This is an optimization exercise on Yosys and OpenROAD, whose aim is small area, a short achievable clock period and few clock cycles, not a production implementation. RTL that was checked went through simulation tests only; none was proved equivalent to the original.

==> run a: inputs <==
// css_disckey
module css_disckey (
    input  wire        clk,
    input  wire        rst,         
    input  wire        start,
    output wire        ready,
    output wire [8:0]  slot_addr,
    input  wire [39:0] slot_data,
    output wire        done,
    output wire        found,
    output wire [39:0] disc_key
);
    localparam [31:0] KB0 = 32'h7BD57BD2;
    localparam [31:0] KB1 = 32'hD1F1DFF6;
    localparam [31:0] KB2 = 32'h1595220B;
    localparam [31:0] KB3 = 32'h2FF92F58;
    localparam [31:0] KB4 = 32'h14BFBFE1;
    localparam [31:0] KB5 = 32'hD84791B3;
    localparam [31:0] KB6 = 32'hC7243A82;
    localparam [31:0] KB7 = 32'h088EF578;
    localparam [31:0] KB8 = 32'h97134F2F;
    localparam [31:0] KB9 = 32'hF19D1BDF;
    localparam [31:0] KB10 = 32'h6541308B;
    localparam [31:0] KB11 = 32'h2C1BE881;
    localparam [31:0] KB12 = 32'hD0B151D0;
    localparam [31:0] KB13 = 32'h231A68F7;
    localparam [31:0] KB14 = 32'h512AAEA8;
  ...
make LEC_CHECK=0 CAP_MARGIN=20 CORE_MARGIN=2 CORE_UTILIZATION=40 PLACE_DENSITY=0.6 SETUP_SLACK_MARGIN=3.5 SLEW_MARGIN=20 finish   # period 6.0 ns
run.sh (not shown) runs the stock make flow with config.mk's settings and CLKGATE_MAP_FILE= SYNTH_SCRIPT=/design/flow/synth_recipe.tcl, a recipe that flattens the netlist after the stock synthesis.
==> run b: changes against run a <==
--- a/flow/design.v
+++ b/flow/design.v
@@ -74,17 +74,21 @@
     reg  [8:0]  addr_r;       
     reg         pres_val;     
     reg         pres_bub;     
     reg  [4:0]  pidx;         
     reg         s0_ver, s0_val, s0_bub, s0_last;
-    reg         v1, l1, v2, l2, v3, l3;
+    reg         s1_ver;
+    reg         v1, l1, v2, l2, v3, l3, v4, l4;
     reg         done_r, found_r;
     reg  [39:0] vc;           
     reg  [39:0] r1;           
     reg  [39:0] r2;           
-    reg  [39:0] r3d;          
+    reg  [39:0] r3s;          
+    reg  [4:1]  r3y;          
     reg  [39:0] r3c;          
+    reg  [4:0]  r4e;          
+    reg  [39:0] r4c;          
     assign pidx_w = pidx;
     wire [39:0] kp = s0_ver ? 40'd0 : kp_tab;
     wire [39:0] e = slot_data;
     wire [39:0] te;
     genvar g;
@@ -94,70 +98,100 @@
         end
     endgenerate
     wire [39:0] d1;
     assign d1[39:8] = kp[39:8] ^ te[39:8] ^ e[31:0];
     assign d1[7:0]  = kp[7:0] ^ te[7:0];
-    wire [39:0] vc_d = {d1[39:8], d1[7:0] ^ d1[39:32]};
     wire [39:0] dd = {r1[39:8], r1[7:0] ^ r1[39:32]};
     wire [39:0] td;
     generate
         for (g = 0; g < 5; g = g + 1) begin : g_t1d
             css_t1 u (.a(dd[8*g +: 8]), .t1(td[8*g +: 8]));
         end
     endgenerate
     wire [39:0] cand = kp ^ td ^ {dd[31:0], 8'd0};
-    wire [39:0] kc;
-    css_ks u_ks (.ck(r2), .k(kc));
-    wire [39:0] dv_d;
-    assign dv_d[39:8] = kc[39:8] ^ vc[39:8];
-    assign dv_d[7:0]  = kc[7:0] ^ kc[39:32] ^ vc[7:0];
-    wire [39:0] dv = r3d;
+    wire [39:0] ka, kb;
+    css_ks u_ks (.ck(r2), .a(ka), .b(kb));
+    wire [8:0]  bs [0:4];     
+    wire [4:0]  bp;           
+    genvar g2;
+    generate
+        for (g2 = 0; g2 < 5; g2 = g2 + 1) begin : g_bs
+            assign bs[g2] = {1'b0, ka[8*g2 +: 8]} + {1'b0, kb[8*g2 +: 8]};
+            assign bp[g2] = &(ka[8*g2 +: 8] ^ kb[8*g2 +: 8]);
+        end
+    endgenerate
+    wire [4:1] by;            
+    assign by[1] = bs[0][8];
+    assign by[2] = bs[1][8] | (bp[1] & bs[0][8]);
+    assign by[3] = bs[2][8] | (bp[2] & bs[1][8]) | (bp[2] & bp[1] & bs[0][8]);
+    assign by[4] = bs[3][8] | (bp[3] & by[3]);
+    wire [39:0] bsum = {bs[4][7:0], bs[3][7:0], bs[2][7:0], bs[1][7:0], bs[0][7:0]};
     wire [39:0] kv;
-    assign kv[39:8] = dv[39:8] ^ vc[39:8];
-    assign kv[7:0]  = dv[7:0] ^ dv[39:32] ^ vc[39:32] ^ vc[7:0];
+    assign kv[7:0] = r3s[7:0];
+    generate
+        for (g2 = 1; g2 < 5; g2 = g2 + 1) begin : g_inc
+            assign kv[8*g2 +: 8] = r3s[8*g2 +: 8] + {7'd0, r3y[g2]};
+        end
+    endgenerate
+    wire [39:0] dv;
+    assign dv[39:8] = kv[39:8] ^ vc[39:8];
+    assign dv[7:0]  = kv[7:0] ^ kv[39:32] ^ vc[7:0];
     wire [39:0] tv;
     generate
         for (g = 0; g < 5; g = g + 1) begin : g_t1v
             css_t1 u (.a(dv[8*g +: 8]), .t1(tv[8*g +: 8]));
         end
     endgenerate
     wire [39:0] want = kv ^ {dv[31:0], 8'd0} ^ r3c;    
-    wire        hit  = v3 && (tv == want);
-    wire        fin  = !done_r && (hit || (v3 && l3));
+    wire [4:0]  eqb;
+    generate
+        for (g = 0; g < 5; g = g + 1) begin : g_eq
+            assign eqb[g] = (tv[8*g +: 8] == want[8*g +: 8]);
+        end
+    endgenerate
+    wire        hit  = v4 && (&r4e);
+    wire        fin  = !done_r && (hit || (v4 && l4));
     always @(posedge clk) begin
         r1  <= d1;
         r2  <= cand;
-        r3d <= dv_d;
-        if (!hit) r3c <= r2;
-        if (s0_ver) vc <= vc_d;
+        r3s <= bsum;
+        r3y <= by;
+        r3c <= r2;
+        r4e <= eqb;
+        if (!hit) r4c <= r3c;
+        if (s1_ver) vc <= dd;
     end
     always @(posedge clk) begin
         if (rst) begin
             busy     <= 1'b0;
             addr_r   <= 9'd0;
             pres_val <= 1'b0;
             pres_bub <= 1'b0;
             pidx     <= 5'd0;
             s0_ver   <= 1'b0;
+            s1_ver   <= 1'b0;
             s0_val   <= 1'b0;
             s0_bub   <= 1'b0;
             s0_last  <= 1'b0;
             v1 <= 1'b0; l1 <= 1'b0;
             v2 <= 1'b0; l2 <= 1'b0;
             v3 <= 1'b0; l3 <= 1'b0;
+            v4 <= 1'b0; l4 <= 1'b0;
             done_r   <= 1'b0;
             found_r  <= 1'b0;
         end else begin
             done_r  <= fin;
             if (fin) found_r <= hit;
             s0_ver  <= 1'b0;
+            s1_ver  <= s0_ver;
             s0_val  <= pres_val;
             s0_bub  <= pres_bub;
             s0_last <= pres_val && (addr_r == 9'd408) && (pidx == 5'd31);
             v1 <= s0_val; l1 <= s0_last;
             v2 <= v1;     l2 <= l1;
             v3 <= v2;     l3 <= l2;
+            v4 <= v3;     l4 <= l3;
             if (s0_bub) pidx <= pidx + 5'd1;
             if (pres_val) begin
                 if (addr_r == 9'd408) begin
                     pres_val <= 1'b0;
                     pres_bub <= (pidx != 5'd31);
@@ -184,24 +218,25 @@
                 pres_val <= 1'b0;
                 pres_bub <= 1'b0;
                 s0_val   <= 1'b0;
                 s0_bub   <= 1'b0;
                 s0_last  <= 1'b0;
-                v1 <= 1'b0; v2 <= 1'b0; v3 <= 1'b0;
-                l1 <= 1'b0; l2 <= 1'b0; l3 <= 1'b0;
+                v1 <= 1'b0; v2 <= 1'b0; v3 <= 1'b0; v4 <= 1'b0;
+                l1 <= 1'b0; l2 <= 1'b0; l3 <= 1'b0; l4 <= 1'b0;
             end
         end
     end
     assign ready     = !busy;
     assign slot_addr = addr_r;
     assign done      = done_r;
     assign found     = found_r;
-    assign disc_key  = r3c;
+    assign disc_key  = r4c;
 endmodule
 module css_ks (
     input  wire [39:0] ck,
-    output wire [39:0] k
+    output wire [39:0] a,
+    output wire [39:0] b
 );
     wire x40 = ck[2] ^ ck[12];
     wire x41 = ck[1] ^ ck[11];
     wire x42 = ck[0] ^ ck[10];
     wire x43 = ck[9] ^ ck[15];
@@ -369,11 +404,10 @@
     wire x205 = x45 ^ x204;
     wire x206 = x50 ^ x205;
     wire x207 = ck[10] ^ ck[13];
     wire x208 = x46 ^ x207;
     wire x209 = x51 ^ x208;
-    wire [39:0] a, b;
     assign a[0] = x100;
     assign a[1] = x92;
     assign a[2] = x98;
     assign a[3] = x97;
     assign a[4] = x101;
@@ -450,7 +484,6 @@
     assign b[35] = ~x198;
     assign b[36] = x200;
     assign b[37] = ~x203;
     assign b[38] = ~x206;
     assign b[39] = x209;
-    assign k = a + b;
 endmodule
SETUP_SLACK_MARGIN = 3.2   (was 3.5)
==> run notes <==
- Status: timing/DRC/antenna clean
- Syn Std Cell Area: 0.0175 mm^2
- Avg WL per Cell: 24.3 um
- Most frequent cells in the layout: 369 x xnor2_1, 157 x buf_4, 122 x nand2_1
- Synth Area in Simple Gates: 0.118
(the above is from run a)
==> run notes <==
- Status: timing/DRC/antenna clean
- Most frequent cells in the layout: 364 x xnor2_1, 164 x dfxtp_1, 124 x xor2_1
- Syn Std Cell Area: 0.0181 mm^2
- Hold Path Sink: r3c[9]
- Die area: 0.0470 mm^2
- Synth Area in Simple Gates: 0.108
- Avg WL per Cell: 21.6 um
(the above is from run b)
Testbench counts of run b, summed over its fixed seeds: cycles 272,231.
The RTL of run a was laid out without a check of its function.

static timing again, ports no longer ideal:
The results above use ideal ports. As a check the final layouts listed here were re-extracted and re-timed, cells and wires unchanged.
Step 1 assumes that a clkbuf_16 drives the clock port and a buf_2 every other input.
Step 2, shift: input delay + t, output delay - t, t = (earliest + latest rising clock arrival at the registers) / 2. This alone moves slack from input paths to output paths.
Three values: ideal, step 1, step 2; two values: the first two.
run | t, ns | setup WS [ns] | slew at the worst register clock pin (ns) | cell pins on the clock port's net
run a | 0.608 | 1.858 / 1.858 / 1.858 | 0.07 / 0.07 | 1
run b | 0.593 | 2.680 / 2.680 / 2.680 | 0.06 / 0.06 | 1
After both steps setup and hold are still met in every run listed.
